What follows belongs to an exercise in optimizing a design on an open flow for small area, a short achievable clock period and few clock cycles per item; a production flow would make more cautious choices.

==> flow/design.v (excerpt) <==
module rm_encoder (
    input  wire       clk,
    input  wire       rst,
    input  wire       in_valid,
    input  wire [7:0] in_data,
    input  wire       in_eos,
    output wire       in_ready,
    output wire       out_valid,
    output wire [7:0] out_data,
    output wire       out_last,
    input  wire       out_ready
);
For scale: about 2200 cells after synthesis.
clock: 11.0 ns
lec_check: 0
cap_margin: 20
core_margin: 2
core_utilization: 40
slew_margin: 20
run.sh (not shown) runs the stock make flow with config.mk's settings and CLKGATE_MAP_FILE= SYNTH_SCRIPT=/design/flow/synth_recipe.tcl, a recipe that flattens the netlist after the stock synthesis.
Then changed:
--- a/flow/design.v
+++ b/flow/design.v
@@ -12,17 +12,17 @@
 );
     localparam [2:0] R_IDLE  = 3'd0,
                      R_COUNT = 3'd1,
                      R_ENTRY = 3'd2,
                      R_LIT   = 3'd3,
                      R_TERM1 = 3'd4,
                      R_TERM2 = 3'd5;
     reg [7:0]  data [0:31];
-    reg [31:0] big;            
+    reg [2:0]  cnt  [0:31];
     reg [31:0] first;          
     reg       rdy;             
     reg [4:0] w;               
     reg       wfull;           
     reg       pend;            
     reg [4:0] pend_pos;
     reg [7:0] cop;             
     reg [2:0] ncand;           
@@ -36,29 +36,35 @@
     reg [7:0] od, sd;
     reg       ol, sl;
     integer q;
     reg [31:0] eq;
     always @(*)
         for (q = 0; q < 32; q = q + 1)
             eq[q] = (data[q] == cop);
     reg [31:0] peq;            
-    reg [5:0]  nmatch;
-    always @(*) begin
-        nmatch = 6'd0;
+    reg [2:0]  prev_cnt;
+    always @(*) begin
+        prev_cnt = 3'd0;
         for (q = 0; q < 32; q = q + 1) begin
             peq[q] = eq[q] & (q < pend_pos);
-            nmatch = nmatch + {5'd0, peq[q]};
+            prev_cnt = prev_cnt | (peq[q] ? cnt[q] : 3'd0);
         end
     end
     wire       prev_any  = |peq;
-    wire       new_cand  = (nmatch == 6'd5);    
-    wire       new_big   = (nmatch >= 6'd5);
+    wire [2:0] new_cnt   = !prev_any ? 3'b000 :
+                           (prev_cnt == 3'b100) ? 3'b100 : {prev_cnt[1:0], ~prev_cnt[2]};
+    wire       new_cand  = prev_any && (prev_cnt == 3'b110);
     wire       new_first = ~prev_any;
-    wire [31:0] cand = first & big;
+    reg [31:0] big, cand;
+    always @(*)
+        for (q = 0; q < 32; q = q + 1) begin
+            big[q]  = cnt[q][2] & ~cnt[q][1];
+            cand[q] = first[q] & big[q];
+        end
     wire [31:0] pf0 = {cand[30:0], 1'b0};
     wire [31:0] pf1 = pf0 | {pf0[30:0], 1'b0};
     wire [31:0] pf2 = pf1 | {pf1[29:0], 2'b0};
     wire [31:0] pf3 = pf2 | {pf2[27:0], 4'b0};
     wire [31:0] pf4 = pf3 | {pf3[23:0], 8'b0};
     wire [31:0] below = pf4 | {pf4[15:0], 16'b0};
     wire [31:0] sel = cand & ~below;
     reg [31:0] rdec;
@@ -68,18 +74,17 @@
     wire [31:0] msel = (rs == R_ENTRY) ? sel : rdec;
     reg [7:0] mux_val;
     always @(*) begin
         mux_val = 8'd0;
         for (q = 0; q < 32; q = q + 1)
             mux_val = mux_val | (msel[q] ? data[q] : 8'd0);
     end
     wire lit_here = ~|(rdec & big);
-    wire [2:0] ncand_inc = ncand + 3'd1;
-    wire [2:0] ncand_now = (pend && new_cand) ? ncand_inc : ncand;
+    wire [2:0] ncand_now = ncand + {2'd0, pend & new_cand};
     reg       nv;
     reg [7:0] nd;
     reg       nl;
     always @(*) begin
         nv = 1'b0;
         nd = 8'h00;
         nl = 1'b0;
         case (rs)
@@ -136,38 +141,36 @@
                 rs_n = next_job;
             default: rs_n = R_IDLE;
         endcase
         wfull_n = (wfull || fill) && !(rs_n == R_COUNT && rs != R_COUNT);
     end
     wire [4:0] w_n        = eos_fire ? 5'd0 : wr_byte ? w + 5'd1 : w;
     wire [1:0] term_cnt_n = term_cnt + {1'b0, eos_fire} - {1'b0, tdone};
     wire       sv_n       = ov && !out_ready && (sv || nv);
-    wire last_lit = (rs == R_LIT) && adv && (r == 5'd31);
-    wire rdy_n = !fill && !wfull && !term_cnt[1] &&
-                 ((rs == R_IDLE) || (rs == R_TERM1) || (rs == R_TERM2) || last_lit ||
-                  ((rs == R_LIT) && ((w_n != r_n) || !sv_n)) ||
-                  ((rs == R_ENTRY) && produce && (b == 3'd4) && (k + 3'd1 == ncand) && !sv_n));
+    wire       rdy_n      = !wfull_n && (term_cnt_n != 2'd3) &&
+                            ((rs_n == R_IDLE) || (rs_n == R_TERM1) || (rs_n == R_TERM2) ||
+                             ((rs_n == R_LIT) && ((w_n != r_n) || !sv_n)));
     assign out_valid = ov;
     assign out_data  = od;
     assign out_last  = ol;
     integer p;
     always @(posedge clk) begin
         for (p = 0; p < 32; p = p + 1)
             if (rdy && w == p)
                 data[p] <= in_data;
     end
     always @(posedge clk) begin
         for (p = 0; p < 32; p = p + 1) begin
             if (pend && pend_pos == p) begin
-                big[p]   <= new_big;
+                cnt[p]   <= new_cnt;
                 first[p] <= new_first;
             end else begin
-                if (pend && peq[p] && new_cand)
-                    big[p] <= 1'b1;
+                if (pend && peq[p] && !big[p])
+                    cnt[p] <= {cnt[p][1:0], ~cnt[p][2]};
                 if (rs == R_ENTRY && b == 3'd0 && produce && sel[p])
                     first[p] <= 1'b0;
             end
         end
     end
     always @(posedge clk) begin
         if (rst) begin
             rdy      <= 1'b0;
@@ -200,17 +203,17 @@
             if (wr_byte) begin
                 pend_pos <= w;
                 cop      <= in_data;
             end
             if (pend) begin
                 if (pend_pos == 5'd0)
                     ncand <= 3'd0;
                 else if (new_cand)
-                    ncand <= ncand_inc;
+                    ncand <= ncand + 3'd1;
             end
             if (!ov || out_ready) begin
                 if (sv) begin
                     ov <= 1'b1; od <= sd; ol <= sl;
                 end else begin
                     ov <= nv; od <= nd; ol <= nl;
                 end
             end else if (produce && nv) begin
Result: The new run completed with no timing, DRC or antenna violations. Clock-buffer cell count grows by 13. Non-clock buffer count grows by 31. Hold slack gains 0.025 ns. Worst setup slack gains 2.6 ns. Core utilization grows by 0.36 points.
Function was not checked in any run of this note: the RTL went through the layout flow alone.

re-timing with driven ports:
The flow's constraints put no driver on any port. The routed layouts listed below were extracted and timed again, unchanged, in two steps. Step 1: set_driving_cell puts a clkbuf_16 on clk and a buf_2 on each other input, an assumption about the parent block. Step 2 moves the port delays by t, midway between the first and last clock arrival at a register: inputs arrive t later, outputs are due t later. That takes back most of the time a late clock gives input paths. Three values: ideal ports, drivers, drivers and shift; two values: the first two.
| run | t (ns) | setup slack, ns | slew at the worst register clock pin (ns) | cell pins on the clock port's net |
|---|---|---|---|---|
| the first run | 0.665 | 2.199 / 2.199 / 2.199 | 0.07 / 0.07 | 1 |
| the second run | 0.698 | 4.808 / 4.808 / 4.808 | 0.07 / 0.07 | 1 |
After both steps setup and hold are still met in every run listed.
